Source: an optimization exercise on an open RTL-to-GDS flow (aim: small area, a short achievable clock period and few clock cycles). Production flows keep margins and buffers that such runs may drop.
Function was checked by simulation only, so behaviour that the tests miss may differ from the original.
Power figures rest on the tool's default switching activity, not on a simulated workload.

`config.mk`:
```
export PLATFORM = sky130hd
export DESIGN_NAME = framer
export DESIGN_NICKNAME = framer
export VERILOG_FILES = /design/flow/design.v
export SDC_FILE = /design/flow/constraint.sdc
export NUM_CORES = 4
export LEC_CHECK = 0
export CAP_MARGIN = 20
export CORE_MARGIN = 2
export CORE_UTILIZATION = 40
export SETUP_SLACK_MARGIN = 4.5
export SLEW_MARGIN = 20
```
`constraint.sdc`:
```
create_clock -name core_clock -period 10.0 [get_ports {clk}]
set_input_delay 2.0000 -clock core_clock [delete_from_list [all_inputs] [get_ports {clk}]]
set_output_delay 2.0000 -clock core_clock [all_outputs]
set_load 0.01 [all_outputs]
```
`design.v`:
```
module i2f_norm (
    input  wire [31:0] m,
    output wire [31:0] mn,      
    output wire [4:0]  msb,     
    output wire        nz       
);
    wire        z16 = (m[31:16] == 16'd0);
    wire [31:0] m1  = z16 ? {m[15:0], 16'd0} : m;
    wire        z8  = (m1[31:24] == 8'd0);
    wire [31:0] m2  = z8 ? {m1[23:0], 8'd0} : m1;
    wire        z4  = (m2[31:28] == 4'd0);
    wire [31:0] m3  = z4 ? {m2[27:0], 4'd0} : m2;
    wire        z2  = (m3[31:30] == 2'd0);
    wire [31:0] m4  = z2 ? {m3[29:0], 2'd0} : m3;
    wire        z1  = ~m4[31];
    assign mn  = z1 ? {m4[30:0], 1'b0} : m4;
    assign msb = ~{z16, z8, z4, z2, z1};
    assign nz  = m4[31] | m4[30];
endmodule
module rot_eng (
    input  wire        clk,
    input  wire        rst,
    input  wire        start,     
    input  wire        lay14,     
    input  wire [31:0] mn,        
    input  wire [4:0]  msb,
    input  wire        nz,
    output wire        idle,
    output wire        fin,       
    output wire [51:0] frac,
    output wire [10:0] expo
);
    localparam [1:0] S_IDLE = 2'd0, S_LOAD = 2'd1, S_RUN = 2'd2;
    localparam [17:0] DV1 = 18'd13070;    
    localparam [11:0] DV2 = 12'd200;      
    reg  [1:0]  st;
    reg  [4:0]  cnt;
    reg  [55:0] w;
    reg  [13:0] r;        
    reg  [7:0]  rb;       
    reg  [5:0]  dl;       
    reg         nzr;
    reg         alr;      
    reg         al2;      
    wire run  = (st == S_RUN);
    wire c3   = (cnt == 5'd3);
    wire d1on = (cnt <= 5'd13);
    wire d2on = lay14 && (cnt >= 5'd3);
    assign idle = (st == S_IDLE);
    assign fin  = run && (lay14 ? (cnt == 5'd16) : (cnt == 5'd13));
    assign frac = w[51:0];
    assign expo = nzr ? {~dl[5], {5{dl[5]}}, dl[4:0]} : 11'd0;
    wire [17:0] t1 = {r, w[55:52]};
    reg  [3:0]  q1;
    reg  [17:0] m1;
    integer j;
    always @(*) begin
        q1 = 4'd0;
        for (j = 1; j < 16; j = j + 1)
            if (t1 >= j * DV1) q1 = j[3:0];
        m1 = q1 * DV1;
    end
    wire [17:0] r1 = t1 - m1;
    wire        al2n = (w[8:2] >= 7'd100);
    wire        a2   = c3 ? al2n : al2;
    wire [7:0]  rb0  = c3 ? (al2n ? {4'd0, w[8:5]} : {3'd0, w[8:4]}) : rb;
    wire [3:0]  din2 = (cnt == 5'd16) ? 4'b0100 :
                       (cnt == 5'd15) ? (a2 ? {w[4], 3'b110} : 4'b0110) :
                       (a2 ? w[4:1] : w[3:0]);
    wire [11:0] t2 = {rb0, din2};
    reg  [3:0]  q2;
    reg  [11:0] m2;
    always @(*) begin
        q2 = 4'd0;
        for (j = 1; j < 16; j = j + 1)
            if (t2 >= j * DV2) q2 = j[3:0];
        m2 = q2 * DV2;
    end
    wire [11:0] r2 = t2 - m2;
    wire al = (mn[31:19] >= 13'd6535);
    always @(posedge clk) begin
        if (rst)
            st <= S_IDLE;
        else if (start)
            st <= S_LOAD;
        else if (st == S_LOAD)
            st <= S_RUN;
        else if (fin)
            st <= S_IDLE;
    end
    always @(posedge clk) begin
        if (st == S_LOAD) begin
            w   <= al ? {mn[21:0], 21'd0, 13'd6535} : {mn[20:0], 22'd0, 13'd6535};
            r   <= al ? {4'd0, mn[31:22]} : {3'd0, mn[31:21]};
            dl  <= {1'b0, msb} - 6'd13;
            alr <= al;
            nzr <= nz;
            cnt <= 5'd0;
        end else if (run) begin
            cnt <= cnt + 5'd1;
            if (d1on)
                r <= r1[13:0];
            if (d2on)
                rb <= r2[7:0];
            if (cnt == 5'd0)
                dl <= dl - {5'd0, ~alr};
            if (c3 && lay14) begin
                al2 <= al2n;
                dl  <= dl - (al2n ? 6'd6 : 6'd7);
            end
            if (!d2on)
                w <= {w[51:0], q1};
            else if (cnt <= 5'd13)
                w <= {w[51:8], q2, w[3:0], q1};
            else if (cnt == 5'd14)
                w <= {w[51:8], q2, w[3:0], 4'd0};
            else if (cnt == 5'd15)
                w <= {w[55:8], q2, w[3:0]};
            else
                w <= {w[55:4], q2};
        end
    end
endmodule
module framer (
    input  wire        clk,
    input  wire        rst,         
    input  wire        bus_we,
    input  wire [7:0]  bus_addr,
    input  wire [31:0] bus_wdata,
    output reg  [31:0] bus_rdata,
    output reg  [7:0]  tx_data,
    output wire        tx_last,
    output wire        tx_valid,
    input  wire        tx_ready
);
    localparam [5:0] R_CMD = 6'h00, R_STATUS = 6'h01, R_ERRARG = 6'h02,
                     R_CFG = 6'h03, R_RPM_L = 6'h04, R_RPM_R = 6'h05,
                     R_RXD = 6'h06, R_CKRES = 6'h07, R_M1_RPM = 6'h08,
                     R_M1_STAT = 6'h09, R_M1_POS = 6'h0A, R_M2_RPM = 6'h0B,
                     R_M2_STAT = 6'h0C, R_M2_POS = 6'h0D, R_IO1 = 6'h0E,
                     R_IO2 = 6'h0F, R_IO1_FLAGS = 6'h10, R_M1_ROT_LO = 6'h11,
                     R_M1_ROT_HI = 6'h12, R_M2_ROT_LO = 6'h13,
                     R_M2_ROT_HI = 6'h14;
    localparam [3:0] OP_ENC_INIT = 4'h1, OP_STATUS_POLL = 4'h2,
                     OP_RPM_SET = 4'h3, OP_PARSE = 4'h4, OP_CKSUM = 4'h5;
    localparam [3:0] E_RPM_RANGE = 4'd1, E_UNKNOWN_LAYOUT = 4'd2,
                     E_TRUNCATED = 4'd3, E_CHECKSUM = 4'd4, E_ILLEGAL = 4'd5;
    localparam [1:0] PH_IDLE = 2'd0,   
                     PH_TX   = 2'd1,   
                     PH_RX   = 2'd2,   
                     PH_CHK  = 2'd3;   
    reg  [1:0]  phase;
    reg         cfg_vck, vck;
    reg  [31:0] rpm_l, rpm_r;
    reg         done, err, ign, ckv;
    reg  [3:0]  errcode, lastop;
    reg  [1:0]  layout;
    reg  [15:0] errarg;        
    reg  [7:0]  acc;           
    reg  [4:0]  rxcnt;         
    reg  [3:0]  txidx;
    reg  [15:0] m1_rpm, m2_rpm, io1, io2;
    reg  [7:0]  m1_stat, m2_stat;
    reg  [31:0] m1_pos, m2_pos;
    wire [5:0] widx   = bus_addr[7:2];
    wire       wr_cmd = bus_we && (widx == R_CMD);
    wire       wr_sts = bus_we && (widx == R_STATUS);
    wire       wr_cfg = bus_we && (widx == R_CFG);
    wire       wr_rl  = bus_we && (widx == R_RPM_L);
    wire       wr_rr  = bus_we && (widx == R_RPM_R);
    wire       wr_rxd = bus_we && (widx == R_RXD);
    wire [3:0] op       = bus_wdata[3:0];
    wire [7:0] rx_data  = bus_wdata[7:0];
    wire       rx_end   = bus_wdata[8];
    wire       rx_nodat = bus_wdata[9];
    wire       busy  = (phase != PH_IDLE);
    wire       in_rx = (phase == PH_RX);
    wire       bw    = wr_rxd && in_rx && !rx_nodat;    
    wire l_oor = (rpm_l[31:15] != {17{rpm_l[15]}});
    wire r_oor = (rpm_r[31:15] != {17{rpm_r[15]}});
    wire [7:0] d4    = errarg[15:8];
    wire       lay14 = (d4 == 8'd14);
    wire       lay16 = (d4 == 8'd16);
    wire       short = lay14 ? (rxcnt < 5'd20) : (rxcnt < 5'd24);
    wire        e1_idle, e1_fin, e2_idle, e2_fin;
    wire [51:0] e1_frac, e2_frac;
    wire [10:0] e1_exp, e2_exp;
    wire [31:0] nm;
    wire [4:0]  nmsb;
    wire        nnz;
    wire [23:0] pos_lo  = rxcnt[4] ? m2_pos[23:0] : m1_pos[23:0];
    wire [23:0] neg_lo  = 24'd0 - pos_lo;
    wire        lo_zero = (pos_lo == 24'd0);
    wire [31:0] pos_abs = rx_data[7] ? {~rx_data + {7'd0, lo_zero}, neg_lo}
                                     : {rx_data, pos_lo};
    reg  [31:0] mag;
    always @(posedge clk)
        mag <= pos_abs;
    i2f_norm u_norm (.m(mag), .mn(nm), .msb(nmsb), .nz(nnz));
    rot_eng u_e1 (
        .clk(clk), .rst(rst), .start(bw && rxcnt == 5'd11), .lay14(lay14),
        .mn(nm), .msb(nmsb), .nz(nnz), .idle(e1_idle),
        .fin(e1_fin), .frac(e1_frac), .expo(e1_exp)
    );
    rot_eng u_e2 (
        .clk(clk), .rst(rst), .start(bw && rxcnt == 5'd18), .lay14(lay14),
        .mn(nm), .msb(nmsb), .nz(nnz), .idle(e2_idle),
        .fin(e2_fin), .frac(e2_frac), .expo(e2_exp)
    );
    wire rot_ready = (e1_idle || e1_fin) && (e2_idle || e2_fin);
    wire fr_rpm = (lastop[1:0] == 2'b11);
    wire fr_enc = (lastop[1:0] == 2'b01);
    always @(*) begin
        case (txidx)
            4'd0:    tx_data = 8'hB7;
            4'd1:    tx_data = 8'hB8;
            4'd2:    tx_data = 8'h01;
            4'd3:    tx_data = fr_rpm ? 8'hCF : fr_enc ? 8'h0A : 8'h04;
            4'd4:    tx_data = fr_rpm ? 8'h07 : 8'h01;
            4'd5:    tx_data = fr_rpm ? 8'h01 : fr_enc ? 8'h0A : 8'hD8;
            4'd6:    tx_data = fr_rpm ? m1_pos[7:0] : fr_enc ? 8'h7B : 8'hB3;
            4'd7:    tx_data = m1_pos[15:8];
            4'd8:    tx_data = 8'h01;
            4'd9:    tx_data = m1_pos[23:16];
            4'd10:   tx_data = m1_pos[31:24];
            4'd11:   tx_data = 8'h00;
            default: tx_data = acc;
        endcase
    end
    assign tx_valid = (phase == PH_TX);
    assign tx_last  = fr_rpm ? (txidx == 4'd12) : (txidx == 4'd6);
    wire [7:0] acc_in  = (phase == PH_TX) ? tx_data : rx_data;
    wire [7:0] acc_sub = acc - acc_in;
    wire accept  = wr_cmd && !busy;
    wire tx_xfer  = (phase == PH_TX) && tx_ready;
    wire chk_ck   = (phase == PH_CHK) && (lastop == OP_CKSUM);
    reg        chk_err, chk_ret;
    reg [3:0]  chk_code;
    reg [15:0] chk_arg;
    always @(*) begin
        chk_err  = 1'b1;
        chk_ret  = 1'b1;
        chk_code = E_TRUNCATED;
        chk_arg  = {11'd0, rxcnt};
        if (rxcnt < 5'd5) begin
        end else if (!lay14 && !lay16) begin
            chk_code = E_UNKNOWN_LAYOUT;
            chk_arg  = {8'd0, d4};
        end else if (short) begin
        end else if (vck && (acc != 8'd0)) begin
            chk_code = E_CHECKSUM;
            chk_arg  = {errarg[7:0] + acc, errarg[7:0]};
        end else begin
            chk_err  = 1'b0;
            chk_ret  = rot_ready;
        end
    end
    always @(posedge clk) begin
        if (rst) begin
            phase   <= PH_IDLE;
            cfg_vck <= 1'b0;
            rpm_l   <= 32'd0;
            rpm_r   <= 32'd0;
            done    <= 1'b0;
            err     <= 1'b0;
            ign     <= 1'b0;
            ckv     <= 1'b0;
            errcode <= 4'd0;
            lastop  <= 4'd0;
            layout  <= 2'd0;
        end else begin
            if (wr_sts && bus_wdata[3])
                ign <= 1'b0;
            if (wr_cfg)
                cfg_vck <= bus_wdata[0];
            if (wr_rl)
                rpm_l <= bus_wdata;
            if (wr_rr)
                rpm_r <= bus_wdata;
            if ((wr_cmd && busy) || (wr_rxd && !in_rx))
                ign <= 1'b1;
            if (accept) begin
                done    <= 1'b0;
                err     <= 1'b0;
                errcode <= 4'd0;
                ckv     <= 1'b0;
                layout  <= 2'd0;
                lastop  <= op;
                case (op)
                    OP_ENC_INIT, OP_STATUS_POLL:
                        phase <= PH_TX;
                    OP_RPM_SET: begin
                        if (l_oor || r_oor) begin
                            done    <= 1'b1;
                            err     <= 1'b1;
                            errcode <= E_RPM_RANGE;
                        end else begin
                            phase   <= PH_TX;
                        end
                    end
                    OP_PARSE, OP_CKSUM:
                        phase <= PH_RX;
                    default: begin
                        done    <= 1'b1;
                        err     <= 1'b1;
                        errcode <= E_ILLEGAL;
                    end
                endcase
            end
            if (wr_rxd && in_rx && rx_end)
                phase <= PH_CHK;
            if (tx_xfer && tx_last) begin
                done  <= 1'b1;
                phase <= PH_IDLE;
            end
            if (chk_ck) begin
                done  <= 1'b1;
                ckv   <= 1'b1;
                phase <= PH_IDLE;
            end else if (phase == PH_CHK && chk_ret) begin
                done  <= 1'b1;
                phase <= PH_IDLE;
                if (chk_err) begin
                    err     <= 1'b1;
                    errcode <= chk_code;
                end else begin
                    layout  <= lay14 ? 2'd1 : 2'd2;
                end
            end
        end
    end
    always @(posedge clk) begin
        if (accept) begin
            txidx <= 4'd0;
            acc   <= 8'd0;
            rxcnt <= 5'd0;
            vck   <= cfg_vck;
            if (op == OP_RPM_SET)
                m1_pos <= {rpm_r[15:0], rpm_l[15:0]};
            if (op == OP_RPM_SET)
                errarg <= {14'd0, r_oor, l_oor};
            else
                errarg <= {12'd0, op};
        end
        if (bw) begin
            if (rxcnt != 5'd31)
                rxcnt <= rxcnt + 5'd1;
            acc         <= acc_sub;
            errarg[7:0] <= rx_data;
            case (rxcnt)
                5'd4:  errarg[15:8]   <= rx_data;
                5'd5:  m1_rpm[7:0]    <= rx_data;
                5'd6:  m1_rpm[15:8]   <= rx_data;
                5'd7:  m1_stat        <= rx_data;
                5'd8:  m1_pos[7:0]    <= rx_data;
                5'd9:  m1_pos[15:8]   <= rx_data;
                5'd10: m1_pos[23:16]  <= rx_data;
                5'd11: m1_pos[31:24]  <= rx_data;
                5'd12: m2_rpm[7:0]    <= rx_data;
                5'd13: m2_rpm[15:8]   <= rx_data;
                5'd14: m2_stat        <= rx_data;
                5'd15: m2_pos[7:0]    <= rx_data;
                5'd16: m2_pos[15:8]   <= rx_data;
                5'd17: m2_pos[23:16]  <= rx_data;
                5'd18: m2_pos[31:24]  <= rx_data;
                5'd19: io1[7:0]       <= rx_data;
                5'd20: io1[15:8]      <= rx_data;
                5'd21: io2[7:0]       <= rx_data;
                5'd22: io2[15:8]      <= rx_data;
                default: ;
            endcase
        end
        if (tx_xfer) begin
            txidx <= txidx + 4'd1;
            acc   <= acc_sub;
        end
        if (phase == PH_CHK && chk_err)
            errarg <= chk_arg;
    end
    wire tel_ok = (layout != 2'd0);
    wire l16_ok = layout[1];
    always @(*) begin
        case (bus_addr[7:2])
            R_STATUS:    bus_rdata = {16'd0, lastop, 2'b00, layout, errcode,
                                      ign, err, done, busy};
            R_ERRARG:    bus_rdata = err ? {16'd0, errarg} : 32'd0;
            R_CFG:       bus_rdata = {31'd0, cfg_vck};
            R_RPM_L:     bus_rdata = rpm_l;
            R_RPM_R:     bus_rdata = rpm_r;
            R_CKRES:     bus_rdata = ckv ? {24'd0, acc} : 32'd0;
            R_M1_RPM:    bus_rdata = tel_ok ? {{16{m1_rpm[15]}}, m1_rpm} : 32'd0;
            R_M1_STAT:   bus_rdata = tel_ok ? {24'd0, m1_stat} : 32'd0;
            R_M1_POS:    bus_rdata = tel_ok ? m1_pos : 32'd0;
            R_M2_RPM:    bus_rdata = tel_ok ? {{16{m2_rpm[15]}}, m2_rpm} : 32'd0;
            R_M2_STAT:   bus_rdata = tel_ok ? {24'd0, m2_stat} : 32'd0;
            R_M2_POS:    bus_rdata = tel_ok ? m2_pos : 32'd0;
            R_IO1:       bus_rdata = l16_ok ? {{16{io1[15]}}, io1} : 32'd0;
            R_IO2:       bus_rdata = l16_ok ? {{16{io2[15]}}, io2} : 32'd0;
            R_IO1_FLAGS: bus_rdata = l16_ok ? {25'd0, io1[6:0]} : 32'd0;
            R_M1_ROT_LO: bus_rdata = tel_ok ? e1_frac[31:0] : 32'd0;
            R_M1_ROT_HI: bus_rdata = tel_ok ? {m1_pos[31], e1_exp, e1_frac[51:32]} : 32'd0;
            R_M2_ROT_LO: bus_rdata = tel_ok ? e2_frac[31:0] : 32'd0;
            R_M2_ROT_HI: bus_rdata = tel_ok ? {m2_pos[31], e2_exp, e2_frac[51:32]} : 32'd0;
            default:     bus_rdata = 32'd0;
        endcase
    end
endmodule
```
`run.sh`:
```
#!/bin/bash
# synth_recipe.tcl (not shown) runs the flow's synth.tcl, then flattens the netlist and writes it again
# the make line also repeats each setting of config.mk as NAME=value (left out here)
make -C /OpenROAD-flow-scripts/flow DESIGN_CONFIG=/design/flow/config.mk WORK_HOME=/design/flow/orfs CLKGATE_MAP_FILE= SYNTH_SCRIPT=/design/flow/synth_recipe.tcl finish
```
==> flow_results.xml, run 1 <==
<?xml version="1.0" encoding="UTF-8"?>
<metrics>
  <group name="detailed_routing">
    <metric name="wl_per_cell" unit="microns">24.9</metric>
    <metric name="drtAntennaViolNets" unit="">0</metric>
    <metric name="drt_pre_antenna_iters" unit="">14</metric>
    <metric name="detailroute.via_count" unit="">28600</metric>
    <metric name="vias_per_cell" unit="">6.26</metric>
    <metric name="drt_iter0_drc" unit="">3624</metric>
    <metric name="detail_route.wirelength" unit="microns">114000</metric>
    <metric name="drt_drc_violations_left" unit="">0</metric>
  </group>
  <group name="setup_path">
    <metric name="biggest_cell_delay_along_the_critical_path" unit="ns">0.66</metric>
    <metric name="critical_path.reg2reg.startpoint" unit="">u_e2.r[13]</metric>
    <metric name="path_cells" unit="">buf_8 -&gt; nand2b_4 -&gt; or3_4 -&gt; buf_4 -&gt; nor2_4 -&gt; buf_12 -&gt; a222oi_1 -&gt; a21oi_4 -&gt; or3b_4 -&gt; buf_6</metric>
    <metric name="critical_path_buf_inv_count" unit="">4</metric>
    <metric name="path_depth" unit="">10</metric>
    <metric name="r2r_setup_slack" unit="ns">4.38</metric>
    <metric name="criticalPathCategory" unit="">input pin to output pin</metric>
    <metric name="cp_slowest_cell" unit="">sky130_fd_sc_hd__a222oi_1</metric>
    <metric name="critPathLaunch" unit="">bus_addr[7]</metric>
    <metric name="worstSetupEndpointType" unit="">output pin</metric>
    <metric name="worstPathRequired" unit="ns">8.00</metric>
    <metric name="start_kind" unit="">input pin</metric>
    <metric name="crit_arrival" unit="ns">4.03</metric>
    <metric name="critical_path_sink" unit="">bus_rdata[27]</metric>
    <metric name="capture_instance_of_the_worst_register_to_register_path" unit="">u_e2.r[13]</metric>
    <metric name="cp_top_delay_family" unit="">compound AO/OA/AOI/OAI gates</metric>
    <metric name="critical_path_fanout_max" unit="">16</metric>
    <metric name="reg2reg_depth" unit="">29</metric>
  </group>
  <group name="finish">
    <metric name="num-fill-cells" unit="">6844</metric>
    <metric name="layout.nets" unit="">3729</metric>
    <metric name="most_common_cell_after_layout_fill_and_taps_aside" unit="">sky130_fd_sc_hd__nand2_1</metric>
    <metric name="areaGrowthSynthToFinish" unit="%">22.4</metric>
    <metric name="final_area" unit="sq um">37000</metric>
    <metric name="layout_common_cells" unit="">sky130_fd_sc_hd__nand2_1, sky130_fd_sc_hd__edfxtp_1, sky130_fd_sc_hd__nor2_1, sky130_fd_sc_hd__a21oi_1, sky130_fd_sc_hd__buf_4</metric>
    <metric name="post_route_cells_drive_above_1_share" unit="%">19.3</metric>
    <metric name="multi_input_gate_area_in_the_final_layout" unit="sq um">17700</metric>
    <metric name="ff_latch_area" unit="sq um">12700</metric>
  </group>
  <group name="clock_tree">
    <metric name="numCtsBuffers" unit="">52</metric>
    <metric name="clock_insertion_delay_at_the_later_pin_of_the_skew_report" unit="ns">0.64</metric>
    <metric name="ctsLongestPathBuffers" unit="">3</metric>
    <metric name="clkSlewWorstSetupHoldPaths" unit="ns">0.06</metric>
    <metric name="cts-root-buf" unit="">sky130_fd_sc_hd__clkbuf_16</metric>
    <metric name="h-tree-depth" unit="">2</metric>
    <metric name="clock_tree_from_tritoncts" unit="">done</metric>
    <metric name="cts.sinks" unit="">479</metric>
  </group>
  <group name="timing">
    <metric name="final.setup.tns" unit="ns">0</metric>
    <metric name="min_period_over_period" unit="%">60.3</metric>
    <metric name="maxClockFrequency" unit="MHz">166</metric>
    <metric name="tightestPinTransition" unit="ns">1.10</metric>
    <metric name="rsz0062_at_grt" unit="">yes</metric>
    <metric name="final-setup-viol-count" unit="">0</metric>
    <metric name="timing.final.hold_violations" unit="">0</metric>
    <metric name="slew_headroom" unit="%">26.2</metric>
    <metric name="period_needed" unit="ns">6.03</metric>
    <metric name="drv_slew" unit="">0</metric>
    <metric name="worst_clock_skew" unit="ns">0.0468</metric>
  </group>
  <group name="floorplan">
    <metric name="ios" unit="">86</metric>
    <metric name="num_rows" unit="">100</metric>
    <metric name="die_width" unit="microns">279</metric>
    <metric name="die_height" unit="microns">279</metric>
    <metric name="area_of_the_die" unit="sq um">77900</metric>
    <metric name="initial_core_util" unit="%">40.5</metric>
    <metric name="core_region_area" unit="sq um">74700</metric>
  </group>
  <group name="logic_synthesis">
    <metric name="synth-seq-cells" unit="">479</metric>
    <metric name="postSynth.asyncResetShare" unit="%">0</metric>
    <metric name="yosys_warnings" unit="">2</metric>
    <metric name="synthesis.nets" unit="">3513</metric>
    <metric name="syn-mean-instance-area" unit="sq um">9.06</metric>
    <metric name="yosys_cell_types" unit="">100</metric>
    <metric name="netlist_area" unit="sq um">30300</metric>
    <metric name="synthCells" unit="">3340</metric>
    <metric name="ys.flop_type" unit="">sky130_fd_sc_hd__edfxtp_1</metric>
    <metric name="synth_enable_flop_cells" unit="">307</metric>
    <metric name="portion_of_the_post_synthesis_area_used_by_sequential_elements" unit="%">41.8</metric>
  </group>
  <group name="global_routing">
    <metric name="grt_overall_usage" unit="%">27.9</metric>
    <metric name="first_global_vias" unit="">26600</metric>
    <metric name="grt.overflow.total" unit="">0</metric>
    <metric name="grt_start_max_net_pins" unit="">67</metric>
    <metric name="grt_first_pass_wirelength" unit="microns">167000</metric>
    <metric name="antenna_found_initial" unit="">4</metric>
  </group>
  <group name="pwr">
    <metric name="cellLeakagePower" unit="nW">13.9</metric>
    <metric name="power.ir.vdd_worst" unit="mV">0.114</metric>
    <metric name="pwr_density_cell" unit="nW/um^2">126</metric>
  </group>
  <group name="min_path">
    <metric name="min-delay-path-class" unit="">flop to flop</metric>
  </group>
  <group name="place">
    <metric name="placed_area" unit="sq um">32000</metric>
    <metric name="place.detailed.hpwl" unit="microns">77500</metric>
    <metric name="finalWeightedCongestion" unit="">0.971</metric>
    <metric name="place.port_buffers" unit="">83</metric>
  </group>
  <group name="flow_run">
    <metric name="max_cap_violations" unit="">0</metric>
  </group>
  <group name="run_status">
    <metric name="run_status" unit="">timing/DRC/antenna clean</metric>
  </group>
</metrics>
## routing by layer
layer / track usage (%) / share of wire, %
met1: 36.5 / 40
met2: 45.4 / 46
met3: 3.46 / 7.6
met4: 14.4 / 6.0
met5: 0 / 0.014
## kinds of logic after synthesis
logic type,after synthesis,synth area share (%)
xor gates and xnor gates,104,3.01
buffers and inverters,330,4.36
adders and majority gates,129,5.68
AOI/OAI and AO/OA,1007,22.5
muxes,145,4.87
DFF,479,41.8
and+or+nand+nor,1146,17.7
## what timing repair did
action                     CTS  global route
gates cloned                 3             4
hold buffers                 0             0
buffers inserted           147            84
resized for setup          355           175
setup endpoints to repair  108            96
pin swaps                  114           120
## per-stage QoR
stage	worst slack (ns)	cells	power [mW]	util [%]	hold WS (ns)
finish	3.97	4569	4.67	49.6	0.476
global route	3.90	4569	4.81	49.6	0.495
CTS	3.95	4479	4.66	47.6	0.464
detailed placement	2.27	4232	2.67	42.8	0.455
global placement	2.28	4232	2.66	42.8	0.449
floorplan	4.42	3340	2.54	-	0.431
## where the power goes
part / internal, mW / leakage, nW / switching [mW]
combinational: 0.194 / 8.83 / 0.333
sequential: 2.11 / 4.15 / 0.0322
clock: 1.13 / 0.879 / 0.868
## state kept, by name (all words and copies together) (netlist names), 16 cells and up
register and cells:
u_e1.w 56, u_e2.w 56, m1_pos 32, m2_pos 32, mag 32, rpm_l 32
rpm_r 32, errarg 16, io1 16, io2 16, m1_rpm 16, m2_rpm 16
## worst min-delay path: stages (launching register included)
cell,delay [ns]
sky130_fd_sc_hd__dfxtp_1,0.32
sky130_fd_sc_hd__nand2_1,0.06
sky130_fd_sc_hd__a21oi_1,0.05
## cells in the mapped netlist, types with 14 or more instances
library cell	n	area, sq um
sky130_fd_sc_hd__nand2_1	429	1610
sky130_fd_sc_hd__edfxtp_1	307	9220
sky130_fd_sc_hd__a21oi_1	273	1370
sky130_fd_sc_hd__nor2_1	264	991
sky130_fd_sc_hd__clkbuf_1	179	672
sky130_fd_sc_hd__o21ai_0	175	876
sky130_fd_sc_hd__dfxtp_1	172	3440
sky130_fd_sc_hd__mux2i_1	131	1310
sky130_fd_sc_hd__inv_1	118	443
sky130_fd_sc_hd__ha_1	115	1440
sky130_fd_sc_hd__nand3_1	96	480
sky130_fd_sc_hd__a22oi_1	83	623
sky130_fd_sc_hd__nor3_1	67	335
sky130_fd_sc_hd__xnor2_1	65	569
sky130_fd_sc_hd__a21o_1	60	450
sky130_fd_sc_hd__a222oi_1	58	581
sky130_fd_sc_hd__and3_1	46	288
sky130_fd_sc_hd__and2_1	44	275
sky130_fd_sc_hd__xor2_1	39	342
sky130_fd_sc_hd__nor2b_1	37	231
sky130_fd_sc_hd__a31oi_1	35	219
sky130_fd_sc_hd__nand2b_1	35	219
sky130_fd_sc_hd__o22ai_1	30	188
sky130_fd_sc_hd__a221oi_1	27	236
sky130_fd_sc_hd__o21a_1	27	203
sky130_fd_sc_hd__a221o_1	25	250
sky130_fd_sc_hd__o211ai_1	25	188
sky130_fd_sc_hd__nand4_1	24	150
sky130_fd_sc_hd__a22o_1	23	201
sky130_fd_sc_hd__nor4_1	23	144
sky130_fd_sc_hd__or3_1	18	113
sky130_fd_sc_hd__a211oi_1	14	105
sky130_fd_sc_hd__a21boi_0	14	105
sky130_fd_sc_hd__buf_1	14	52.6
sky130_fd_sc_hd__fa_1	14	280
## how the worst min path moves through the flow
stage	start	endpoint	cells after the start
floorplan	cfg_vck	vck	0
global placement	ign	ign	2
detailed placement	ign	ign	2
CTS	ign	ign	2
global route	rpm_l[2]	rpm_l[2]	2
finish	ign	ign	2
## area by class of cell
cell class	count	area share [%]
Clock inverter	33	0.895
Tap cell	969	3.27
Inverter	120	1.24
Clock buffer	64	3.86
Multi-Input combinational cell	2532	47.7
Antenna cell	1	0.00675
Sequential cell	479	34.2
Timing Repair Buffer	371	8.85
Testbench counts, summed over its fixed seeds: cycles 18,689.
==> run 2, diff against run 1 <==
--- a/config.mk
+++ b/config.mk
@@ -9,4 +9,3 @@
 export CORE_MARGIN = 2
 export CORE_UTILIZATION = 40
-export SETUP_SLACK_MARGIN = 4.5
 export SLEW_MARGIN = 20
==> run 2 against run 1 <==
Area after synthesis did not move. Count of clock-buffer cells in the layout is 4 higher. First-iteration DRC count decreased by 7.7%. Combinational power fell by 7.8%. Via count is 5.6% lower. Clock power barely moved. Sequential power about the same. Final cell count shrank 5.0%. Flip-flop and latch count unchanged. Sequential share of layout area rose by 3.4 points. Register-to-register slack worse by 0.92 ns. Critical path type unchanged.
==> flow_results.xml, run 2 <==
<?xml version="1.0" encoding="UTF-8"?>
<metrics>
  <group name="run_status">
    <metric name="run_status" unit="">timing/DRC/antenna clean</metric>
  </group>
  <group name="setup_path">
    <metric name="cp_slowest_cell" unit="">sky130_fd_sc_hd__nor2b_1</metric>
    <metric name="worstPathRequired" unit="ns">8.00</metric>
    <metric name="path_cells" unit="">clkdlybuf4s50_1 -&gt; nand3b_1 -&gt; nor2_1 -&gt; a22oi_1 -&gt; nor2b_1 -&gt; nor2_1 -&gt; o211ai_1 -&gt; clkdlybuf4s50_1</metric>
    <metric name="critical_path_buf_inv_count" unit="">2</metric>
    <metric name="critical_path_fanout_max" unit="">11</metric>
    <metric name="critPathLaunch" unit="">bus_addr[2]</metric>
    <metric name="crit_arrival" unit="ns">5.91</metric>
    <metric name="critical_path.reg2reg.startpoint" unit="">u_e1.r[5]</metric>
    <metric name="start_kind" unit="">input pin</metric>
    <metric name="worstSetupEndpointType" unit="">output pin</metric>
    <metric name="cp_top_delay_family" unit="">simple AND/OR/NAND/NOR gates</metric>
    <metric name="biggest_cell_delay_along_the_critical_path" unit="ns">0.77</metric>
    <metric name="criticalPathCategory" unit="">input pin to output pin</metric>
  </group>
  <group name="clock_tree">
    <metric name="postCtsHoldBufs" unit="">0</metric>
    <metric name="numCtsBuffers" unit="">54</metric>
    <metric name="postCtsResizedCells" unit="">0</metric>
    <metric name="ctsLongestPathBuffers" unit="">3</metric>
    <metric name="clock_tree_from_tritoncts" unit="">done</metric>
    <metric name="clkSlewWorstSetupHoldPaths" unit="ns">0.06</metric>
    <metric name="cts-root-buf" unit="">sky130_fd_sc_hd__clkbuf_16</metric>
    <metric name="total_setup_buffers_inserted_after_cts" unit="">0</metric>
    <metric name="h-tree-depth" unit="">2</metric>
    <metric name="clock_insertion_delay_at_the_later_pin_of_the_skew_report" unit="ns">0.64</metric>
    <metric name="cts.sinks" unit="">479</metric>
  </group>
  <group name="global_routing">
    <metric name="grt.overflow.total" unit="">0</metric>
    <metric name="first_global_vias" unit="">24800</metric>
    <metric name="antenna_found_initial" unit="">5</metric>
    <metric name="grt_start_max_net_pins" unit="">86</metric>
    <metric name="grt_first_pass_wirelength" unit="microns">160000</metric>
    <metric name="grt_overall_usage" unit="%">26.7</metric>
  </group>
  <group name="detailed_routing">
    <metric name="detailroute.via_count" unit="">27000</metric>
    <metric name="drt_iter0_drc" unit="">3346</metric>
    <metric name="drt_drc_violations_left" unit="">0</metric>
    <metric name="drtAntennaViolNets" unit="">0</metric>
    <metric name="drt_pre_antenna_iters" unit="">9</metric>
    <metric name="wl_per_cell" unit="microns">24.6</metric>
    <metric name="detail_route.wirelength" unit="microns">107000</metric>
    <metric name="vias_per_cell" unit="">6.23</metric>
  </group>
  <group name="logic_synthesis">
    <metric name="synth_enable_flop_cells" unit="">307</metric>
    <metric name="ys.flop_type" unit="">sky130_fd_sc_hd__edfxtp_1</metric>
    <metric name="yosysTopAreaCellShare" unit="%">30.5</metric>
    <metric name="postSynth.asyncResetShare" unit="%">0</metric>
    <metric name="netlist_area" unit="sq um">30300</metric>
    <metric name="synth.top_cells.by_area" unit="">sky130_fd_sc_hd__edfxtp_1, sky130_fd_sc_hd__dfxtp_1, sky130_fd_sc_hd__nand2_1</metric>
    <metric name="synth-seq-cells" unit="">479</metric>
    <metric name="ys_top_cells_by_count" unit="">sky130_fd_sc_hd__nand2_1, sky130_fd_sc_hd__edfxtp_1, sky130_fd_sc_hd__a21oi_1, sky130_fd_sc_hd__nor2_1, sky130_fd_sc_hd__clkbuf_1</metric>
    <metric name="syn-mean-instance-area" unit="sq um">9.06</metric>
    <metric name="synthesis.nets" unit="">3513</metric>
    <metric name="synth_largest_area_cell" unit="">sky130_fd_sc_hd__edfxtp_1</metric>
    <metric name="cell_with_the_most_instances_after_synthesis" unit="">sky130_fd_sc_hd__nand2_1</metric>
    <metric name="synthCells" unit="">3340</metric>
    <metric name="portion_of_the_post_synthesis_area_used_by_sequential_elements" unit="%">41.8</metric>
    <metric name="yosys_warnings" unit="">2</metric>
    <metric name="yosys_cell_types" unit="">100</metric>
  </group>
  <group name="finish">
    <metric name="layout_common_cells" unit="">sky130_fd_sc_hd__nand2_1, sky130_fd_sc_hd__edfxtp_1, sky130_fd_sc_hd__a21oi_1, sky130_fd_sc_hd__nor2_1, sky130_fd_sc_hd__o21ai_0</metric>
    <metric name="num-fill-cells" unit="">7168</metric>
    <metric name="multi_input_gate_area_in_the_final_layout" unit="sq um">16400</metric>
    <metric name="biggestRegsByFlops" unit="">u_e1.w x56, u_e2.w x56</metric>
    <metric name="ff_latch_area" unit="sq um">12700</metric>
    <metric name="most_common_cell_after_layout_fill_and_taps_aside" unit="">sky130_fd_sc_hd__nand2_1</metric>
    <metric name="layout.nets" unit="">3496</metric>
    <metric name="post_route_cells_drive_above_1_share" unit="%">6.47</metric>
    <metric name="finalNonFillerCells" unit="">4339</metric>
    <metric name="areaGrowthSynthToFinish" unit="%">11.4</metric>
  </group>
  <group name="pwr">
    <metric name="pwr_density_cell" unit="nW/um^2">138</metric>
    <metric name="switching_power" unit="mW">1.23</metric>
    <metric name="clkPwrFrac" unit="%">43.3</metric>
    <metric name="comb_power_share" unit="%">10.5</metric>
    <metric name="power_switching_share" unit="%">26.6</metric>
    <metric name="seq_power_share" unit="%">46.2</metric>
    <metric name="design_power_total" unit="mW">4.64</metric>
    <metric name="power.ir.vdd_worst" unit="mV">0.138</metric>
    <metric name="power_report.internal_total" unit="mW">3.41</metric>
    <metric name="cellLeakagePower" unit="nW">12.2</metric>
  </group>
  <group name="timing">
    <metric name="timing.final.hold_violations" unit="">0</metric>
    <metric name="min_period_over_period" unit="%">79.1</metric>
    <metric name="period_needed" unit="ns">7.91</metric>
    <metric name="drv_slew" unit="">0</metric>
    <metric name="minimum_hold_slack" unit="ns">0.459</metric>
    <metric name="setup_ws" unit="ns">2.09</metric>
    <metric name="worst_clock_skew" unit="ns">0.0382</metric>
    <metric name="slew_headroom" unit="%">27.8</metric>
    <metric name="final-setup-viol-count" unit="">0</metric>
    <metric name="rsz0062_at_grt" unit="">no</metric>
    <metric name="tightestPinTransition" unit="ns">1.08</metric>
    <metric name="final.setup.tns" unit="ns">0</metric>
    <metric name="maxClockFrequency" unit="MHz">126</metric>
  </group>
  <group name="place">
    <metric name="place.detailed.hpwl" unit="microns">76500</metric>
    <metric name="pre_cts_slack" unit="ns">2.15</metric>
    <metric name="placedCellCount" unit="">4235</metric>
    <metric name="place.port_buffers" unit="">83</metric>
    <metric name="finalWeightedCongestion" unit="">0.933</metric>
  </group>
  <group name="floorplan">
    <metric name="core_region_area" unit="sq um">74700</metric>
    <metric name="initial_core_util" unit="%">40.5</metric>
    <metric name="num_rows" unit="">100</metric>
    <metric name="die_width" unit="microns">279</metric>
    <metric name="ios" unit="">86</metric>
    <metric name="area_of_the_die" unit="sq um">77900</metric>
    <metric name="die_height" unit="microns">279</metric>
  </group>
  <group name="flow_run">
    <metric name="max_cap_violations" unit="">0</metric>
  </group>
  <group name="min_path">
    <metric name="min-delay-path-class" unit="">flop to flop</metric>
    <metric name="worstHoldStart" unit="">ign</metric>
  </group>
</metrics>
run 2: cell families (layout without fill, tap and decap cells):
logic type      Yosys count  after routing  share of synthesized area (%)
simple gates           1146           1146                           17.7
other cells               0              2                              0
compound gates         1007           1007                           22.5
flops                   479            479                           41.8
buf+inv                 330            358                           4.36
mux                     145            145                           4.87
fa+ha+maj               129            129                           5.68
xor+xnor                104            104                           3.01
run 2: metal layers:
metal	up-vias	routed length [microns]	share of wire (%)	track usage, %
met4	6	5340	5.0	12.5
met2	1286	49100	46	42.8
li1	12500	-	-	-
met5	-	41	0.038	0
met1	13000	44200	41	35.9
met3	241	8000	7.5	3.55
run 2: power by group through the flow:
| stage | clock, mW | combinational, mW | sequential [mW] |
|---|---|---|---|
| 2_1_floorplan | 0 | 0.359 | 2.17 |
| 3_3_place_gp | 0 | 0.475 | 2.19 |
| 3_5_place_dp | 0 | 0.477 | 2.19 |
| 4_1_cts | 2.03 | 0.479 | 2.15 |
| 5_1_grt | 2.11 | 0.532 | 2.15 |
| 6_report | 2.01 | 0.486 | 2.15 |
run 2: worst paths after layout:
check,endpoint,slack [ns],cells past startpoint
max,bus_rdata[31],2.09,8
min,ign,0.46,2
max reg2reg,u_e1.r[13],3.46,24
min reg2reg,ign,0.46,2
run 2: metrics by stage:
stage | cell area [sq um] | util [%]
2_1_floorplan | 30300 | -
3_3_place_gp | 31900 | 42.7
3_5_place_dp | 31900 | 42.7
4_1_cts | 33700 | 45.1
5_1_grt | 33700 | 45.2
6_report | 33700 | 45.2
run 2: area by class of cell:
cell class,count,area share (%)
Inverter,120,1.34
Multi-Input combinational cell,2531,48.6
Timing Repair Buffer,137,3.66
Sequential cell,479,37.5
Antenna cell,2,0.0148
Clock inverter,33,0.857
Tap cell,969,3.59
Clock buffer,68,4.44
run 2: worst min-delay path: stages, from the launching register on:
cell and delay [ns]:
sky130_fd_sc_hd__dfxtp_1 0.31, sky130_fd_sc_hd__nand2_1 0.05, sky130_fd_sc_hd__a21oi_1 0.05
==> run 3, diff against run 2 <==
--- a/design.v
+++ b/design.v
@@ -35,6 +35,6 @@
     localparam [11:0] DV2 = 12'd200;      
     reg  [1:0]  st;
-    reg  [4:0]  cnt;
-    reg  [55:0] w;
+    reg  [3:0]  cnt;
+    reg  [51:0] w;
     reg  [13:0] r;        
     reg  [7:0]  rb;       
@@ -44,12 +44,12 @@
     reg         al2;      
     wire run  = (st == S_RUN);
-    wire c3   = (cnt == 5'd3);
-    wire d1on = (cnt <= 5'd13);
-    wire d2on = lay14 && (cnt >= 5'd3);
+    wire c3   = (cnt == 4'd3);
+    wire d1on = (cnt <= 4'd12);
+    wire d2on = lay14 && (cnt >= 4'd3);
     assign idle = (st == S_IDLE);
-    assign fin  = run && (lay14 ? (cnt == 5'd16) : (cnt == 5'd13));
-    assign frac = w[51:0];
+    assign fin  = run && (lay14 ? (cnt == 4'd15) : (cnt == 4'd12));
+    assign frac = w;
     assign expo = nzr ? {~dl[5], {5{dl[5]}}, dl[4:0]} : 11'd0;
-    wire [17:0] t1 = {r, w[55:52]};
+    wire [17:0] t1 = {r, w[51:48]};
     reg  [3:0]  q1;
     reg  [17:0] m1;
@@ -62,9 +62,11 @@
     end
     wire [17:0] r1 = t1 - m1;
-    wire        al2n = (w[8:2] >= 7'd100);
+    wire        al2n = (w[11:6] >= 6'd36);
+    wire [8:0]  rb0a = {1'b1, w[11:4]} - 9'd200;
+    wire [8:0]  rb0b = {2'b01, w[11:5]} - 9'd200;
     wire        a2   = c3 ? al2n : al2;
-    wire [7:0]  rb0  = c3 ? (al2n ? {4'd0, w[8:5]} : {3'd0, w[8:4]}) : rb;
-    wire [3:0]  din2 = (cnt == 5'd16) ? 4'b0100 :
-                       (cnt == 5'd15) ? (a2 ? {w[4], 3'b110} : 4'b0110) :
+    wire [7:0]  rb0  = c3 ? (nzr ? (al2n ? rb0b[7:0] : rb0a[7:0]) : 8'd0) : rb;
+    wire [3:0]  din2 = (cnt == 4'd15) ? 4'b0100 :
+                       (cnt == 4'd14) ? (a2 ? {w[4], 3'b110} : 4'b0110) :
                        (a2 ? w[4:1] : w[3:0]);
     wire [11:0] t2 = {rb0, din2};
@@ -78,5 +80,7 @@
     end
     wire [11:0] r2 = t2 - m2;
-    wire al = (mn[31:19] >= 13'd6535);
+    wire        al  = (mn[31:18] >= 14'd13070);
+    wire [14:0] ra  = {1'b0, mn[31:18]} - 15'd13070;
+    wire [14:0] rna = mn[31:17] - 15'd13070;
     always @(posedge clk) begin
         if (rst)
@@ -91,17 +95,17 @@
     always @(posedge clk) begin
         if (st == S_LOAD) begin
-            w   <= al ? {mn[21:0], 21'd0, 13'd6535} : {mn[20:0], 22'd0, 13'd6535};
-            r   <= al ? {4'd0, mn[31:22]} : {3'd0, mn[31:21]};
+            w   <= al ? {mn[17:0], 21'd0, 13'd6535} : {mn[16:0], 22'd0, 13'd6535};
+            r   <= nz ? (al ? ra[13:0] : rna[13:0]) : 14'd0;
             dl  <= {1'b0, msb} - 6'd13;
             alr <= al;
             nzr <= nz;
-            cnt <= 5'd0;
+            cnt <= 4'd0;
         end else if (run) begin
-            cnt <= cnt + 5'd1;
+            cnt <= cnt + 4'd1;
             if (d1on)
                 r <= r1[13:0];
             if (d2on)
                 rb <= r2[7:0];
-            if (cnt == 5'd0)
+            if (cnt == 4'd0)
                 dl <= dl - {5'd0, ~alr};
             if (c3 && lay14) begin
@@ -110,13 +114,11 @@
             end
             if (!d2on)
-                w <= {w[51:0], q1};
-            else if (cnt <= 5'd13)
-                w <= {w[51:8], q2, w[3:0], q1};
-            else if (cnt == 5'd14)
-                w <= {w[51:8], q2, w[3:0], 4'd0};
-            else if (cnt == 5'd15)
-                w <= {w[55:8], q2, w[3:0]};
+                w <= {w[47:0], q1};
+            else if (cnt <= 4'd13)
+                w <= {w[47:8], q2, w[3:0], q1};
+            else if (cnt == 4'd14)
+                w <= {w[51:8], q2, w[3:0]};
             else
-                w <= {w[55:4], q2};
+                w <= {w[51:4], q2};
         end
     end
--- a/config.mk
+++ b/config.mk
@@ -9,3 +9,4 @@
 export CORE_MARGIN = 2
 export CORE_UTILIZATION = 40
+export SETUP_SLACK_MARGIN = 5.0
 export SLEW_MARGIN = 20
==> run 3 against run 2 <==
Via count increased by 9.5%. Count of clock-buffer cells in the layout increased by 2. Critical path type unchanged. Highest routed layer unchanged. Still clean on timing, DRC and antenna. Non-clock buffer count increased by 271.
==> flow_results.xml, run 3 <==
<?xml version="1.0" encoding="UTF-8"?>
<metrics>
  <group name="run_status">
    <metric name="run_status" unit="">timing/DRC/antenna clean</metric>
  </group>
  <group name="finish">
    <metric name="layout_common_cells" unit="">sky130_fd_sc_hd__nand2_1, sky130_fd_sc_hd__edfxtp_1, sky130_fd_sc_hd__buf_4, sky130_fd_sc_hd__nor2_1, sky130_fd_sc_hd__a21oi_1</metric>
    <metric name="biggestRegsByFlops" unit="">u_e1.w x52, u_e2.w x52</metric>
    <metric name="post_route_cells_drive_above_1_share" unit="%">21.6</metric>
    <metric name="most_common_cell_after_layout_fill_and_taps_aside" unit="">sky130_fd_sc_hd__nand2_1</metric>
    <metric name="multi_input_gate_area_in_the_final_layout" unit="sq um">19000</metric>
    <metric name="finalNonFillerCells" unit="">4787</metric>
    <metric name="ff_latch_area" unit="sq um">12400</metric>
    <metric name="num-fill-cells" unit="">7268</metric>
    <metric name="layout.nets" unit="">3876</metric>
    <metric name="areaGrowthSynthToFinish" unit="%">24.5</metric>
  </group>
  <group name="floorplan">
    <metric name="area_of_the_die" unit="sq um">79800</metric>
    <metric name="ios" unit="">86</metric>
    <metric name="die_width" unit="microns">283</metric>
    <metric name="num_rows" unit="">102</metric>
    <metric name="initial_core_util" unit="%">40.3</metric>
    <metric name="die_height" unit="microns">283</metric>
    <metric name="core_region_area" unit="sq um">77100</metric>
  </group>
  <group name="timing">
    <metric name="minimum_hold_slack" unit="ns">0.478</metric>
    <metric name="timing.final.hold_violations" unit="">0</metric>
    <metric name="tightestPinTransition" unit="ns">1.14</metric>
    <metric name="period_needed" unit="ns">5.99</metric>
    <metric name="final.setup.tns" unit="ns">0</metric>
    <metric name="maxClockFrequency" unit="MHz">167</metric>
    <metric name="drv_slew" unit="">0</metric>
    <metric name="setup_ws" unit="ns">4.01</metric>
    <metric name="rsz0062_at_grt" unit="">yes</metric>
    <metric name="final-setup-viol-count" unit="">0</metric>
    <metric name="slew_headroom" unit="%">23.9</metric>
    <metric name="min_period_over_period" unit="%">59.9</metric>
    <metric name="worst_clock_skew" unit="ns">0.0465</metric>
  </group>
  <group name="setup_path">
    <metric name="critPathMostFrequentCell" unit="">sky130_fd_sc_hd__buf_12</metric>
    <metric name="cp_slowest_cell" unit="">sky130_fd_sc_hd__o211ai_1</metric>
    <metric name="critical_path_fanout_max" unit="">7</metric>
    <metric name="crit_arrival" unit="ns">3.99</metric>
    <metric name="reg2reg_depth" unit="">27</metric>
    <metric name="start_kind" unit="">input pin</metric>
    <metric name="path_cells" unit="">buf_12 -&gt; nor2_4 -&gt; nand3b_1 -&gt; buf_4 -&gt; nor3b_4 -&gt; buf_12 -&gt; buf_6 -&gt; a222oi_1 -&gt; nand3_1 -&gt; a211oi_2 -&gt; o211ai_1 -&gt; buf_2</metric>
    <metric name="critical_path.reg2reg.startpoint" unit="">u_e1.w[51]</metric>
    <metric name="criticalPathCategory" unit="">input pin to output pin</metric>
    <metric name="worstPathRequired" unit="ns">8.00</metric>
    <metric name="r2r_setup_slack" unit="ns">4.13</metric>
    <metric name="worstSetupEndpointType" unit="">output pin</metric>
    <metric name="capture_instance_of_the_worst_register_to_register_path" unit="">u_e1.r[13]</metric>
    <metric name="biggest_cell_delay_along_the_critical_path" unit="ns">0.32</metric>
  </group>
  <group name="min_path">
    <metric name="worstHoldStart" unit="">rpm_r[13]</metric>
    <metric name="min-delay-path-class" unit="">flop to flop</metric>
    <metric name="holdPathStages" unit="">2</metric>
    <metric name="worstHoldEndpoint" unit="">rpm_r[13]</metric>
  </group>
  <group name="place">
    <metric name="place.port_buffers" unit="">83</metric>
    <metric name="finalWeightedCongestion" unit="">0.965</metric>
    <metric name="placedCellCount" unit="">4405</metric>
    <metric name="place.detailed.hpwl" unit="microns">81100</metric>
    <metric name="pre_cts_slack" unit="ns">2.57</metric>
  </group>
  <group name="pwr">
    <metric name="comb_power_share" unit="%">15.9</metric>
    <metric name="power_report.internal_total" unit="mW">3.44</metric>
    <metric name="cellLeakagePower" unit="nW">14.4</metric>
    <metric name="pwr_density_cell" unit="nW/um^2">123</metric>
    <metric name="design_power_total" unit="mW">4.77</metric>
    <metric name="power_switching_share" unit="%">28.0</metric>
    <metric name="power.ir.vdd_worst" unit="mV">0.130</metric>
    <metric name="clkPwrFrac" unit="%">40.1</metric>
    <metric name="switching_power" unit="mW">1.34</metric>
    <metric name="seq_power_share" unit="%">44.0</metric>
  </group>
  <group name="clock_tree">
    <metric name="h-tree-depth" unit="">2</metric>
    <metric name="clock_tree_from_tritoncts" unit="">done</metric>
    <metric name="clkSlewWorstSetupHoldPaths" unit="ns">0.06</metric>
    <metric name="cts-root-buf" unit="">sky130_fd_sc_hd__clkbuf_16</metric>
    <metric name="postCtsHoldBufs" unit="">0</metric>
    <metric name="numCtsBuffers" unit="">52</metric>
    <metric name="clock_insertion_delay_at_the_later_pin_of_the_skew_report" unit="ns">0.63</metric>
    <metric name="ctsLongestPathBuffers" unit="">3</metric>
    <metric name="cts.sinks" unit="">469</metric>
  </group>
  <group name="detailed_routing">
    <metric name="wl_per_cell" unit="microns">24.9</metric>
    <metric name="route.met3.wl" unit="microns">9300</metric>
    <metric name="drt_drc_violations_left" unit="">0</metric>
    <metric name="highest-signal-layer" unit="">met5</metric>
    <metric name="drt-met1-wl" unit="microns">47700</metric>
    <metric name="detail_route.wirelength" unit="microns">119000</metric>
    <metric name="vias_per_cell" unit="">6.18</metric>
    <metric name="met2_wirelength_from_detailed_routing" unit="microns">54400</metric>
    <metric name="drt_iter0_drc" unit="">3466</metric>
    <metric name="detailroute.via_count" unit="">29600</metric>
    <metric name="drtAntennaViolNets" unit="">0</metric>
    <metric name="drt_pre_antenna_iters" unit="">10</metric>
  </group>
  <group name="logic_synthesis">
    <metric name="cell_with_the_most_instances_after_synthesis" unit="">sky130_fd_sc_hd__nand2_1</metric>
    <metric name="synth-seq-cells" unit="">469</metric>
    <metric name="ys.flop_type" unit="">sky130_fd_sc_hd__edfxtp_1</metric>
    <metric name="netlist_area" unit="sq um">31000</metric>
    <metric name="ys_top_cells_by_count" unit="">sky130_fd_sc_hd__nand2_1, sky130_fd_sc_hd__edfxtp_1, sky130_fd_sc_hd__nor2_1, sky130_fd_sc_hd__a21oi_1, sky130_fd_sc_hd__clkbuf_1</metric>
    <metric name="yosysTopAreaCellShare" unit="%">28.9</metric>
    <metric name="syn-mean-instance-area" unit="sq um">8.96</metric>
    <metric name="synthCells" unit="">3462</metric>
    <metric name="synth_enable_flop_cells" unit="">299</metric>
    <metric name="synth.top_cells.by_area" unit="">sky130_fd_sc_hd__edfxtp_1, sky130_fd_sc_hd__dfxtp_1, sky130_fd_sc_hd__nand2_1</metric>
    <metric name="yosys_warnings" unit="">2</metric>
    <metric name="synth_largest_area_cell" unit="">sky130_fd_sc_hd__edfxtp_1</metric>
    <metric name="synthesis.nets" unit="">3637</metric>
    <metric name="yosys_cell_types" unit="">107</metric>
    <metric name="portion_of_the_post_synthesis_area_used_by_sequential_elements" unit="%">39.9</metric>
    <metric name="postSynth.asyncResetShare" unit="%">0</metric>
  </group>
  <group name="global_routing">
    <metric name="first_global_vias" unit="">27000</metric>
    <metric name="grt_start_max_net_pins" unit="">85</metric>
    <metric name="antenna_found_initial" unit="">4</metric>
    <metric name="grt_first_pass_wirelength" unit="microns">173000</metric>
    <metric name="grt_overall_usage" unit="%">28.6</metric>
    <metric name="grt.overflow.total" unit="">0</metric>
  </group>
  <group name="flow_run">
    <metric name="max_cap_violations" unit="">0</metric>
  </group>
</metrics>
run 3: changes by cell type after synthesis, sizes merged, moves of 12 or more:
| cell | delta |
|---|---|
| a21oi | -13 |
| a22oi | +25 |
| nand2 | +23 |
| o21ai | +13 |
| clkbuf | +16 |
| xnor2 | +17 |
| and2 | -20 |
| a222oi | -16 |
| and3 | +38 |
| nor4 | +12 |
run 3: per-stage QoR:
step	cell area, sq um	utilization [%]
floorplan	31600	-
global placement	33000	42.8
detailed placement	33000	42.8
CTS	36800	47.8
global route	38600	50.1
finish	38600	50.1
run 3: area by class of cell:
type                            count  area share, %
Timing Repair Buffer              408           9.64
Tap cell                         1040           3.37
Multi-Input combinational cell   2651           49.3
Clock inverter                     28          0.638
Inverter                          119           1.24
Sequential cell                   469           32.1
Clock buffer                       70           3.70
Antenna cell                        2         0.0130
run 3: power by group through the flow:
stage / clock network (mW) / registers [mW] / logic (mW)
after floorplan: 0 / 2.12 / 0.443
after global placement: 0 / 2.14 / 0.610
after detailed placement: 0 / 2.14 / 0.613
after CTS: 1.92 / 2.10 / 0.662
after global routing: 2.00 / 2.10 / 0.809
final: 1.92 / 2.10 / 0.757
run 3: timing repair:
item / in CTS / in global routing
pin swaps: 116 / 121
endpoints found under the hold margin: 0 / 0
cloned: 7 / 6
setup endpoints to repair: 175 / 99
setup buffers: 167 / 102
resized for setup: 355 / 207
run 3: cell families (layout without fill, tap and decap cells):
logic type | after synthesis | after routing | synth area share (%)
buffers and inverters | 344 | 625 | 4.42
XOR/XNOR | 121 | 121 | 3.42
other | 0 | 2 | 0
AND/OR/NAND/NOR | 1213 | 1214 | 18.6
AO/OA/AOI/OAI | 1026 | 1027 | 22.7
adder cells (fa/ha/maj) | 131 | 131 | 5.62
multiplexers | 158 | 158 | 5.31
flip-flops | 469 | 469 | 39.9
run 3: how the worst max path moves through the flow:
stage | startpoint | endpoint | slack (ns)
after CTS | bus_addr[5] | bus_rdata[1] | 4.12
after detailed placement | bus_addr[5] | bus_rdata[8] | 2.57
after global routing | u_e1.r[6] | u_e1.r[13] | 3.86
after global placement | bus_addr[5] | bus_rdata[8] | 2.55
after floorplan | u_e1.r[0] | u_e1.r[13] | 4.61
final | bus_addr[4] | bus_rdata[2] | 4.01
run 3: critical path, delay by kind of cell:
kind / cells / cell delay [ns]
buffers and inverters: 5 / 0.77
AOI/OAI and AO/OA: 3 / 0.48
and+or+nand+nor: 4 / 0.74
run 3: metal layers:
layer | track usage, % | vias to the layer above
met5 | 0 | -
met2 | 45.4 | 1558
met4 | 16.3 | 4
met3 | 3.78 | 314
li1 | - | 13400
met1 | 37.4 | 14300
Testbench counts of run 3, summed over its fixed seeds: cycles 18,305.
==> run 4, diff against run 3 <==
--- a/config.mk
+++ b/config.mk
@@ -9,4 +9,4 @@
 export CORE_MARGIN = 2
 export CORE_UTILIZATION = 40
-export SETUP_SLACK_MARGIN = 5.0
+export SETUP_SLACK_MARGIN = 4.0
 export SLEW_MARGIN = 20
==> run 4 against run 3 <==
Core utilization shrank 3.2 points. Die area is the same. Sequential power is essentially flat. Area after synthesis did not move. Non-clock buffer count is 128 lower. First-iteration DRC count rose by 3.3%. Critical path type unchanged. Largest power group unchanged. Highest routed layer is now met4.
==> flow_results.xml, run 4 <==
<?xml version="1.0" encoding="UTF-8"?>
<metrics>
  <group name="setup_path">
    <metric name="worstSetupEndpointType" unit="">output pin</metric>
    <metric name="criticalPathCategory" unit="">input pin to output pin</metric>
    <metric name="r2r_setup_slack" unit="ns">4.10</metric>
    <metric name="critical_path.reg2reg.startpoint" unit="">u_e2.w[50]</metric>
    <metric name="worstPathRequired" unit="ns">8.00</metric>
    <metric name="crit_arrival" unit="ns">4.02</metric>
    <metric name="capture_instance_of_the_worst_register_to_register_path" unit="">u_e2.r[13]</metric>
    <metric name="reg2reg_depth" unit="">28</metric>
    <metric name="start_kind" unit="">input pin</metric>
    <metric name="critical_path_fanout_max" unit="">7</metric>
    <metric name="critPathLaunch" unit="">bus_addr[3]</metric>
  </group>
  <group name="timing">
    <metric name="period_needed" unit="ns">6.02</metric>
    <metric name="maxClockFrequency" unit="MHz">166</metric>
    <metric name="final-setup-viol-count" unit="">0</metric>
    <metric name="final.setup.tns" unit="ns">0</metric>
    <metric name="tightestPinTransition" unit="ns">1.12</metric>
    <metric name="drv_slew" unit="">0</metric>
    <metric name="rsz0062_at_grt" unit="">yes</metric>
    <metric name="timing.final.hold_violations" unit="">0</metric>
    <metric name="worst_clock_skew" unit="ns">0.0323</metric>
    <metric name="min_period_over_period" unit="%">60.2</metric>
    <metric name="setup_ws" unit="ns">3.98</metric>
    <metric name="slew_headroom" unit="%">25.0</metric>
  </group>
  <group name="min_path">
    <metric name="worstHoldEndpoint" unit="">ign</metric>
    <metric name="min-delay-path-class" unit="">flop to flop</metric>
    <metric name="holdPathStages" unit="">2</metric>
    <metric name="worstHoldStart" unit="">ign</metric>
  </group>
  <group name="global_routing">
    <metric name="grt_overall_usage" unit="%">27.9</metric>
    <metric name="grt_first_pass_wirelength" unit="microns">169000</metric>
    <metric name="first_global_vias" unit="">26400</metric>
    <metric name="grt.overflow.total" unit="">0</metric>
    <metric name="grt_start_max_net_pins" unit="">85</metric>
    <metric name="antenna_found_initial" unit="">0</metric>
  </group>
  <group name="detailed_routing">
    <metric name="drt_drc_violations_left" unit="">0</metric>
    <metric name="drt_iter0_drc" unit="">3581</metric>
    <metric name="highest-signal-layer" unit="">met4</metric>
    <metric name="met2_wirelength_from_detailed_routing" unit="microns">52000</metric>
    <metric name="route.met3.wl" unit="microns">9490</metric>
    <metric name="drtAntennaViolNets" unit="">0</metric>
    <metric name="vias_per_cell" unit="">6.19</metric>
    <metric name="drt_pre_antenna_iters" unit="">6</metric>
    <metric name="drt-met1-wl" unit="microns">46400</metric>
    <metric name="wl_per_cell" unit="microns">24.5</metric>
    <metric name="detail_route.wirelength" unit="microns">114000</metric>
    <metric name="detailroute.via_count" unit="">28800</metric>
  </group>
  <group name="logic_synthesis">
    <metric name="synth-seq-cells" unit="">469</metric>
    <metric name="netlist_area" unit="sq um">31000</metric>
    <metric name="yosys_warnings" unit="">2</metric>
    <metric name="postSynth.asyncResetShare" unit="%">0</metric>
    <metric name="synth.top_cells.by_area" unit="">sky130_fd_sc_hd__edfxtp_1, sky130_fd_sc_hd__dfxtp_1, sky130_fd_sc_hd__nand2_1</metric>
    <metric name="synthesis.nets" unit="">3637</metric>
    <metric name="cell_with_the_most_instances_after_synthesis" unit="">sky130_fd_sc_hd__nand2_1</metric>
    <metric name="synth_enable_flop_cells" unit="">299</metric>
    <metric name="synthCells" unit="">3462</metric>
    <metric name="ys_top_cells_by_count" unit="">sky130_fd_sc_hd__nand2_1, sky130_fd_sc_hd__edfxtp_1, sky130_fd_sc_hd__nor2_1, sky130_fd_sc_hd__a21oi_1, sky130_fd_sc_hd__clkbuf_1</metric>
    <metric name="synth_largest_area_cell" unit="">sky130_fd_sc_hd__edfxtp_1</metric>
    <metric name="yosys_cell_types" unit="">107</metric>
    <metric name="yosysTopAreaCellShare" unit="%">28.9</metric>
    <metric name="portion_of_the_post_synthesis_area_used_by_sequential_elements" unit="%">39.9</metric>
    <metric name="ys.flop_type" unit="">sky130_fd_sc_hd__edfxtp_1</metric>
    <metric name="syn-mean-instance-area" unit="sq um">8.96</metric>
  </group>
  <group name="finish">
    <metric name="areaGrowthSynthToFinish" unit="%">16.6</metric>
    <metric name="layout_common_cells" unit="">sky130_fd_sc_hd__nand2_1, sky130_fd_sc_hd__edfxtp_1, sky130_fd_sc_hd__a21oi_1, sky130_fd_sc_hd__nor2_1, sky130_fd_sc_hd__buf_4</metric>
    <metric name="post_route_cells_drive_above_1_share" unit="%">14.1</metric>
    <metric name="antenna-diode-count" unit="">0</metric>
    <metric name="num-fill-cells" unit="">7423</metric>
    <metric name="most_common_cell_after_layout_fill_and_taps_aside" unit="">sky130_fd_sc_hd__nand2_1</metric>
    <metric name="biggestRegsByFlops" unit="">u_e1.w x52, u_e2.w x52</metric>
    <metric name="layout.nets" unit="">3748</metric>
  </group>
  <group name="place">
    <metric name="pre_cts_slack" unit="ns">2.36</metric>
    <metric name="finalWeightedCongestion" unit="">0.962</metric>
    <metric name="place.port_buffers" unit="">83</metric>
    <metric name="place.detailed.hpwl" unit="microns">79700</metric>
  </group>
  <group name="clock_tree">
    <metric name="ctsLongestPathBuffers" unit="">3</metric>
    <metric name="clock_tree_from_tritoncts" unit="">done</metric>
    <metric name="h-tree-depth" unit="">2</metric>
    <metric name="cts-root-buf" unit="">sky130_fd_sc_hd__clkbuf_16</metric>
    <metric name="clock_insertion_delay_at_the_later_pin_of_the_skew_report" unit="ns">0.63</metric>
    <metric name="clkSlewWorstSetupHoldPaths" unit="ns">0.06</metric>
    <metric name="cts.sinks" unit="">469</metric>
    <metric name="numCtsBuffers" unit="">51</metric>
  </group>
  <group name="pwr">
    <metric name="cellLeakagePower" unit="nW">13.4</metric>
    <metric name="pwr_density_cell" unit="nW/um^2">129</metric>
    <metric name="power.ir.vdd_worst" unit="mV">0.127</metric>
  </group>
  <group name="floorplan">
    <metric name="area_of_the_die" unit="sq um">79800</metric>
    <metric name="num_rows" unit="">102</metric>
    <metric name="initial_core_util" unit="%">40.3</metric>
    <metric name="die_width" unit="microns">283</metric>
    <metric name="core_region_area" unit="sq um">77100</metric>
    <metric name="ios" unit="">86</metric>
    <metric name="die_height" unit="microns">283</metric>
  </group>
  <group name="run_status">
    <metric name="run_status" unit="">timing/DRC/antenna clean</metric>
  </group>
  <group name="flow_run">
    <metric name="max_cap_violations" unit="">0</metric>
  </group>
</metrics>
run 4: logic make-up (layout without fill, tap and decap cells):
kind of cell | after synthesis | count (layout) | share of synthesized area [%]
AOI/OAI and AO/OA | 1026 | 1028 | 22.7
adders and majority gates | 131 | 131 | 5.62
buffers and inverters | 344 | 495 | 4.42
and+or+nand+nor | 1213 | 1214 | 18.6
muxes | 158 | 158 | 5.31
xor gates and xnor gates | 121 | 121 | 3.42
DFF | 469 | 469 | 39.9
run 4: worst max-delay path: stages:
cell and delay, ns:
sky130_fd_sc_hd__buf_4 0.16, sky130_fd_sc_hd__nand2_1 0.29, sky130_fd_sc_hd__nor2_4 0.09, sky130_fd_sc_hd__buf_12 0.15, sky130_fd_sc_hd__buf_4 0.15, sky130_fd_sc_hd__a22oi_1 0.18, sky130_fd_sc_hd__nand2_1 0.08, sky130_fd_sc_hd__a221oi_1 0.37
sky130_fd_sc_hd__o211ai_1 0.19, sky130_fd_sc_hd__dlygate4sd2_1 0.34
run 4: worst max path at each step:
stage | endpoint | depth (start not counted)
CTS | bus_rdata[5] | 12
detailed placement | bus_rdata[5] | 9
finish | bus_rdata[24] | 10
global route | u_e1.r[13] | 27
global placement | bus_rdata[5] | 9
floorplan | u_e2.r[13] | 22
run 4: timing repair:
action,CTS,global route
hold buffers,0,0
gates resized for setup,200,89
pin swaps,66,74
endpoints found under the setup margin,98,51
endpoints found under the hold margin,0,0
setup buffers,78,63
cloned,5,1
run 4: layout make-up:
type                            count  area [sq um]  area share [%]
Sequential cell                   469         12400            34.2
Clock buffer                       72          1390            3.83
Multi-Input combinational cell   2652         18000            49.9
Clock inverter                     24           275           0.761
Timing Repair Buffer              280          2340            6.47
Inverter                          119           452            1.25
Tap cell                         1040          1300            3.60
run 4: report_power, final:
group / switching [mW] / leakage (nW) / internal, mW
sequential: 0.0289 / 4.09 / 2.07
combinational: 0.411 / 8.50 / 0.232
clock: 0.842 / 0.818 / 1.08
total: 1.28 / 13.4 / 3.38
run 4: layer usage:
layer / vias up / GRT usage, %
li1: 13200 / -
met1: 13900 / 37.3
met2: 1552 / 44.6
met3: 266 / 3.38
met4: 0 / 14.1
met5: - / 0
run 4: per-stage QoR:
step	std cells	utilization (%)	power (mW)	cell area, sq um	hold WS (ns)
2_1_floorplan	3462	-	2.56	31000	0.429
3_3_place_gp	4413	42.4	2.74	32700	0.445
3_5_place_dp	4413	42.4	2.74	32700	0.455
4_1_cts	4592	46.0	4.66	35400	0.467
5_1_grt	4656	46.9	4.80	36200	0.497
6_report	4656	46.9	4.66	36200	0.464

## afterwards: timing with drivers on the ports
Ports are ideal in the flow. The routed layouts listed here were re-timed in OpenROAD. Step 1 assumes that a clkbuf_16 drives the clock port and a buf_2 every other input. Step 2 moves the port delays by t, midway between the first and last clock arrival at a register: inputs arrive t later, outputs are due t later. That takes back most of the time a late clock gives input paths. a / b / c = ideal / step 1 / step 2; a / b = the first two.
| run | t, ns | setup WS [ns] | slew at the worst register clock pin (ns) | cell pins on the clock port's net |
|---|---|---|---|---|
| run 1 | 0.686 | 3.966 / 3.898 / 3.898 | 0.07 / 0.07 | 1 |
| run 2 | 0.691 | 2.086 / 2.043 / 2.043 | 0.07 / 0.07 | 1 |
| run 3 | 0.677 | 4.009 / 3.963 / 3.963 | 0.07 / 0.07 | 1 |
| run 4 | 0.685 | 3.984 / 3.959 / 3.959 | 0.06 / 0.06 | 1 |
After both steps setup and hold are still met in every run listed. The setup slack of run 1, which loses most, moves by -0.068 ns with the drivers and by -0.068 ns with both steps.
